This design comes from an exercise in tuning for small area, a short achievable clock period and few clock cycles per item on the open sky130 flow, not from production work. Where RTL was checked, it was by simulation tests only, not by an equivalence proof against the original. Power figures rest on the tool's default switching activity, not on a simulated workload.

==> flow/design.v (excerpt) <==
module can_frame_parser (
    input  wire        clk,
    input  wire        rst,
    input  wire        in_valid,
    output wire        in_ready,
    input  wire [10:0] in_id,
    input  wire [3:0]  in_dlc,
    input  wire [63:0] in_data,
    output wire        rd_valid,
    input  wire        rd_ready,
    output wire        rd_last,
    output wire [7:0]  rd_field,
    output reg  [1:0]  rd_kind,
    output wire [16:0] rd_raw,
    output reg  [1:0]  rd_scale,
    output wire [55:0] rd_text,
    output wire [2:0]  rd_textlen,
    output wire        tx_valid,
    output wire [10:0] tx_id,
    output wire [3:0]  tx_dlc,
    output wire [63:0] tx_data,
    output wire        done,
    output reg  [5:0]  fault_bits,
    output wire [15:0] fault_count
);
Size in the first run: roughly 920 cells after synthesis, ~130 flip-flops, ~280 I/O pins.
Settings: LEC_CHECK=0, CAP_MARGIN=20, CORE_MARGIN=2, CORE_UTILIZATION=35, CTS_BUF_LIST=sky130_fd_sc_hd__clkbuf_8, CTS_CLUSTER_DIAMETER=150, CTS_CLUSTER_SIZE=40, PLACE_DENSITY=0.6, SETUP_SLACK_MARGIN=2.0, SLEW_MARGIN=20; clock period 6.0 ns.
standard.sh (not shown) runs the stock make flow with config.mk's settings and CLKGATE_MAP_FILE= SYNTH_SCRIPT=/design/flow/synth_recipe.tcl, a recipe that flattens the netlist after the stock synthesis.
==> flow/flow/run.sh <==
#!/bin/bash
# Standard ORFS layout with fast port buffers and free cell resizing:
#  - ports are buffered with buf_2 instead of the default delay-buffer cell
#  - the resizer may swap a cell for any cell of the same function
#    (MATCH_CELL_FOOTPRINT=0), not only same-footprint ones.
set -euo pipefail
bash standard.sh MATCH_CELL_FOOTPRINT=0 \
  "BUFFER_PORTS_ARGS=-buffer_cell sky130_fd_sc_hd__buf_2" \
  finish > standard.log 2>&1
Testbench counts at the start, summed over its fixed seeds: cycles 35,159, frames 20,000.
Next try:
CTS_BUF_LIST = unset   (was sky130_fd_sc_hd__clkbuf_8)
CTS_CLUSTER_DIAMETER = unset   (was 150)
CTS_CLUSTER_SIZE = unset   (was 40)
Effect: Fmax goes up by 0.72%; wire length hardly moves; total power grows by 14%; via count shrinks by 1.3%; global-route usage rose by 0.12 points; non-clock buffer count shrinks by 8; setup slack improved by 28 ps; area after synthesis stays the same.


oak:
Another version of the RTL of can_frame_parser (not shown whole).
For scale: ~1200 cells after synthesis, roughly 120 flip-flops, about 280 I/O pins.
clock: 6.0 ns
lec_check: 0
cap_margin: 20
core_margin: 2
core_utilization: 40
place_density: 0.6
slew_margin: 20
run.sh (not shown) runs the stock make flow with config.mk's settings and CLKGATE_MAP_FILE= SYNTH_SCRIPT=/design/flow/synth_recipe.tcl, a recipe that flattens the netlist after the stock synthesis.
Stock flow here: none of the scripts above is used.
Testbench counts of oak, summed over its fixed seeds: cycles 35,159, frames 20,000.
For pine, these inputs were changed with respect to oak:
Settings: SETUP_SLACK_MARGIN now 2, previously not set.
==> flow/flow/run.sh (new file) <==
#!/bin/bash
# Standard ORFS layout with fast port buffers and free cell resizing:
#  - ports are buffered with buf_2 instead of the default delay-buffer cell
#  - the resizer may swap a cell for any cell of the same function
#    (MATCH_CELL_FOOTPRINT=0), not only same-footprint ones.
set -euo pipefail
bash standard.sh MATCH_CELL_FOOTPRINT=0 \
  "BUFFER_PORTS_ARGS=-buffer_cell sky130_fd_sc_hd__buf_2" \
  finish > standard.log 2>&1
==> flow/standard.sh (new file) <==
#!/bin/bash
# synth_recipe.tcl (not shown) runs the flow's synth.tcl, then flattens the netlist and writes it again
# the make line also repeats each setting of config.mk as NAME=value (left out here)
make -C /OpenROAD-flow-scripts/flow DESIGN_CONFIG=/design/flow/config.mk WORK_HOME=/design/flow/orfs CLKGATE_MAP_FILE= SYNTH_SCRIPT=/design/flow/synth_recipe.tcl "${@:-finish}"
removed: flow/run.sh
[summary]
Taking oak as 1.0, pine lands at 1.3 on maximum frequency. Summary of pine over oak: via count went up about 6%, buffer share of cell area shrank by 2.4 points, count of clock-buffer cells in the layout now sits higher. Summary of the comparison: total power after layout is higher in pine, relative to oak. In pine relative to oak, routed length on met1 had gone up slightly. Comparing pine and oak, the higher critical path depth was measured on pine. Launching instance or port of the critical path = idx[1]: pine; launching instance or port of the critical path = plan[2]: oak.


can_frame_parser, a different RTL version from the one above (not shown whole).
Size: ~1100 cells after synthesis, roughly 140 flip-flops.
clock: 6.0 ns
lec_check: 0
cap_margin: 20
core_margin: 2
core_utilization: 35
place_density: 0.6
setup_slack_margin: 2.5
slew_margin: 20
standard.sh (not shown) runs the stock make flow with config.mk's settings and CLKGATE_MAP_FILE= SYNTH_SCRIPT=/design/flow/synth_recipe.tcl, a recipe that flattens the netlist after the stock synthesis.
==> flow/flow/run.sh <==
#!/bin/bash
# Standard ORFS layout with fast port buffers and free cell resizing:
#  - ports are buffered with buf_2 instead of the default delay-buffer cell
#  - the resizer may swap a cell for any cell of the same function
#    (MATCH_CELL_FOOTPRINT=0), not only same-footprint ones.
set -euo pipefail
bash standard.sh MATCH_CELL_FOOTPRINT=0 \
  "BUFFER_PORTS_ARGS=-buffer_cell sky130_fd_sc_hd__buf_2" \
  finish > standard.log 2>&1
Rerun with:
Settings changed: SETUP_SLACK_MARGIN 2.5 to 2.0.
Outcome: Utilization went down by 2.1 points; critical path depth does not change; wire length fell by 1.8%; sequential cell count is unchanged; synthesized area is unchanged; power hardly moves; setup slack loses 0.15 ns; design area is lower by 4.9%; first-iteration DRC count rises by 15%; final cell count decreases by 1.5%.
No run of this note included a check of the RTL's function; only the layout flow was run.


job 6546:
can_frame_parser, a different RTL version from the one above (not shown whole).
Size: roughly 900 cells after synthesis, about 140 flip-flops, about 280 I/O pins, roughly 8500 sq um of cells after synthesis.
export LEC_CHECK = 0
export CAP_MARGIN = 20
export CORE_MARGIN = 2
export CORE_UTILIZATION = 45
export CTS_BUF_LIST = sky130_fd_sc_hd__clkbuf_8
export CTS_CLUSTER_DIAMETER = 150
export CTS_CLUSTER_SIZE = 40
export PLACE_DENSITY = 0.75
export SETUP_SLACK_MARGIN = 2.5
export SLEW_MARGIN = 20
create_clock -name core_clock -period 6.0 [get_ports {clk}]
==> flow/flow/run.sh <==
#!/bin/bash
# Standard ORFS layout with fast port buffers and free cell resizing:
#  - ports are buffered with buf_1 instead of the default delay-buffer cell
#  - the resizer may swap a cell for any cell of the same function
#    (MATCH_CELL_FOOTPRINT=0), not only same-footprint ones.
set -euo pipefail
bash standard.sh MATCH_CELL_FOOTPRINT=0 \
  "BUFFER_PORTS_ARGS=-buffer_cell sky130_fd_sc_hd__buf_1" \
  finish > standard.log 2>&1
Testbench counts of job 6546, summed over its fixed seeds: cycles 35,159, frames 20,000.
> inputs changed (job 6546 -> job 2570)
--- a/flow/config.mk
+++ b/flow/config.mk
@@ -8,9 +8,9 @@
 export CAP_MARGIN = 20
 export CORE_MARGIN = 2
-export CORE_UTILIZATION = 45
+export CORE_UTILIZATION = 35
 export CTS_BUF_LIST = sky130_fd_sc_hd__clkbuf_8
 export CTS_CLUSTER_DIAMETER = 150
 export CTS_CLUSTER_SIZE = 40
-export PLACE_DENSITY = 0.75
-export SETUP_SLACK_MARGIN = 2.5
+export PLACE_DENSITY = 0.6
+export SETUP_SLACK_MARGIN = 2.25
 export SLEW_MARGIN = 20
==> run summary <==
Between job 6546 and job 2570, total length of routed met3 wires is lower for job 2570, job 6546 comes in above that.
Between job 6546 and job 2570, total wire length is higher for job 2570, job 6546 comes in under that.
Re buffer and inverter count on the worst path: job 6546 was higher than job 2570.
Uppermost signal routing layer after detailed routing = met5: job 2570; uppermost signal routing layer after detailed routing = met4: job 6546
In the flow results for job 6546 and job 2570, the signed area change from the synthesized netlist to the final layout is larger on job 6546.
Modified inputs, job 8792 compared to job 2570
--- a/flow/config.mk
+++ b/flow/config.mk
@@ -13,4 +13,4 @@
 export CTS_CLUSTER_SIZE = 40
 export PLACE_DENSITY = 0.6
-export SETUP_SLACK_MARGIN = 2.25
+export SETUP_SLACK_MARGIN = 2.5
 export SLEW_MARGIN = 20
- As far as flip-flop and latch count goes, job 2570 and job 8792 are indistinguishable; the numbers are identical.
- Against job 2570 as the reference, job 8792 delivers a higher relative slew slack.
- Job 8792: final critical path time including I/O delays and setup 130 ps below job 2570
- Diff job 2570..job 8792 | share of total power in combinational logic | negligible
- As far as number of tap instances goes, job 8792 and job 2570 are indistinguishable; the numbers are identical.
- [job 8792] area growth from synthesis to layout rose 1.8 points relative to job 2570
- Job 2570 -> job 8792: total detailed-routing wirelength increased slightly
- Summary of job 8792 over job 2570: power shows no meaningful change, met2 capacity usage during global routing shows no meaningful change, total non-filler cell area in the finished layout shows an increase of 1.6%.

[static timing again, ports no longer ideal]
In the flow no input, the clock included, has a driving cell. The finished layouts below were timed again as built, in two steps. Step 1, drivers: a clkbuf_16 drives clk and a buf_2 each remaining input, both assumed. Step 2 adds t to the input delays and takes it off the output delays; t is the mean of the earliest and latest rising clock arrival at the registers after step 1. Input paths then give back, and output paths get back, about the clock's delay inside the block. a / b / c = ideal ports / drivers / drivers and shift; a / b = the first two.
run	shift t [ns]	slack for setup (ns)	clock arrival spread, ns	slew at the worst register clock pin (ns)	pins driven straight from the clock port
the first run of note 1	0.502	2.124 / 2.081 / 1.810	0.021 / 0.021	0.10 / 0.10	1
the second run of note 1	0.472	2.151 / 2.108 / 1.763	0.013 / 0.013	0.07 / 0.07	1
oak	0.462	0.352 / 0.304 / 0.466	0.016 / 0.016	0.06 / 0.06	1
pine	0.464	1.698 / 1.649 / 1.274	0.016 / 0.016	0.06 / 0.06	1
the first run of note 3	0.485	2.357 / 2.307 / 2.127	0.013 / 0.013	0.08 / 0.08	1
the second run of note 3	0.475	2.205 / 2.159 / 1.761	0.013 / 0.013	0.07 / 0.07	1
job 6546	0.496	2.540 / 2.502 / 2.133	0.021 / 0.020	0.09 / 0.09	1
job 2570	0.487	2.452 / 2.414 / 1.955	0.020 / 0.020	0.09 / 0.09	1
job 8792	0.486	2.580 / 2.543 / 2.162	0.018 / 0.018	0.09 / 0.09	1
After both steps setup and hold are still met in every run listed. The setup slack of job 2570, which loses most, moves by -0.038 ns with the drivers and by -0.497 ns with both steps.
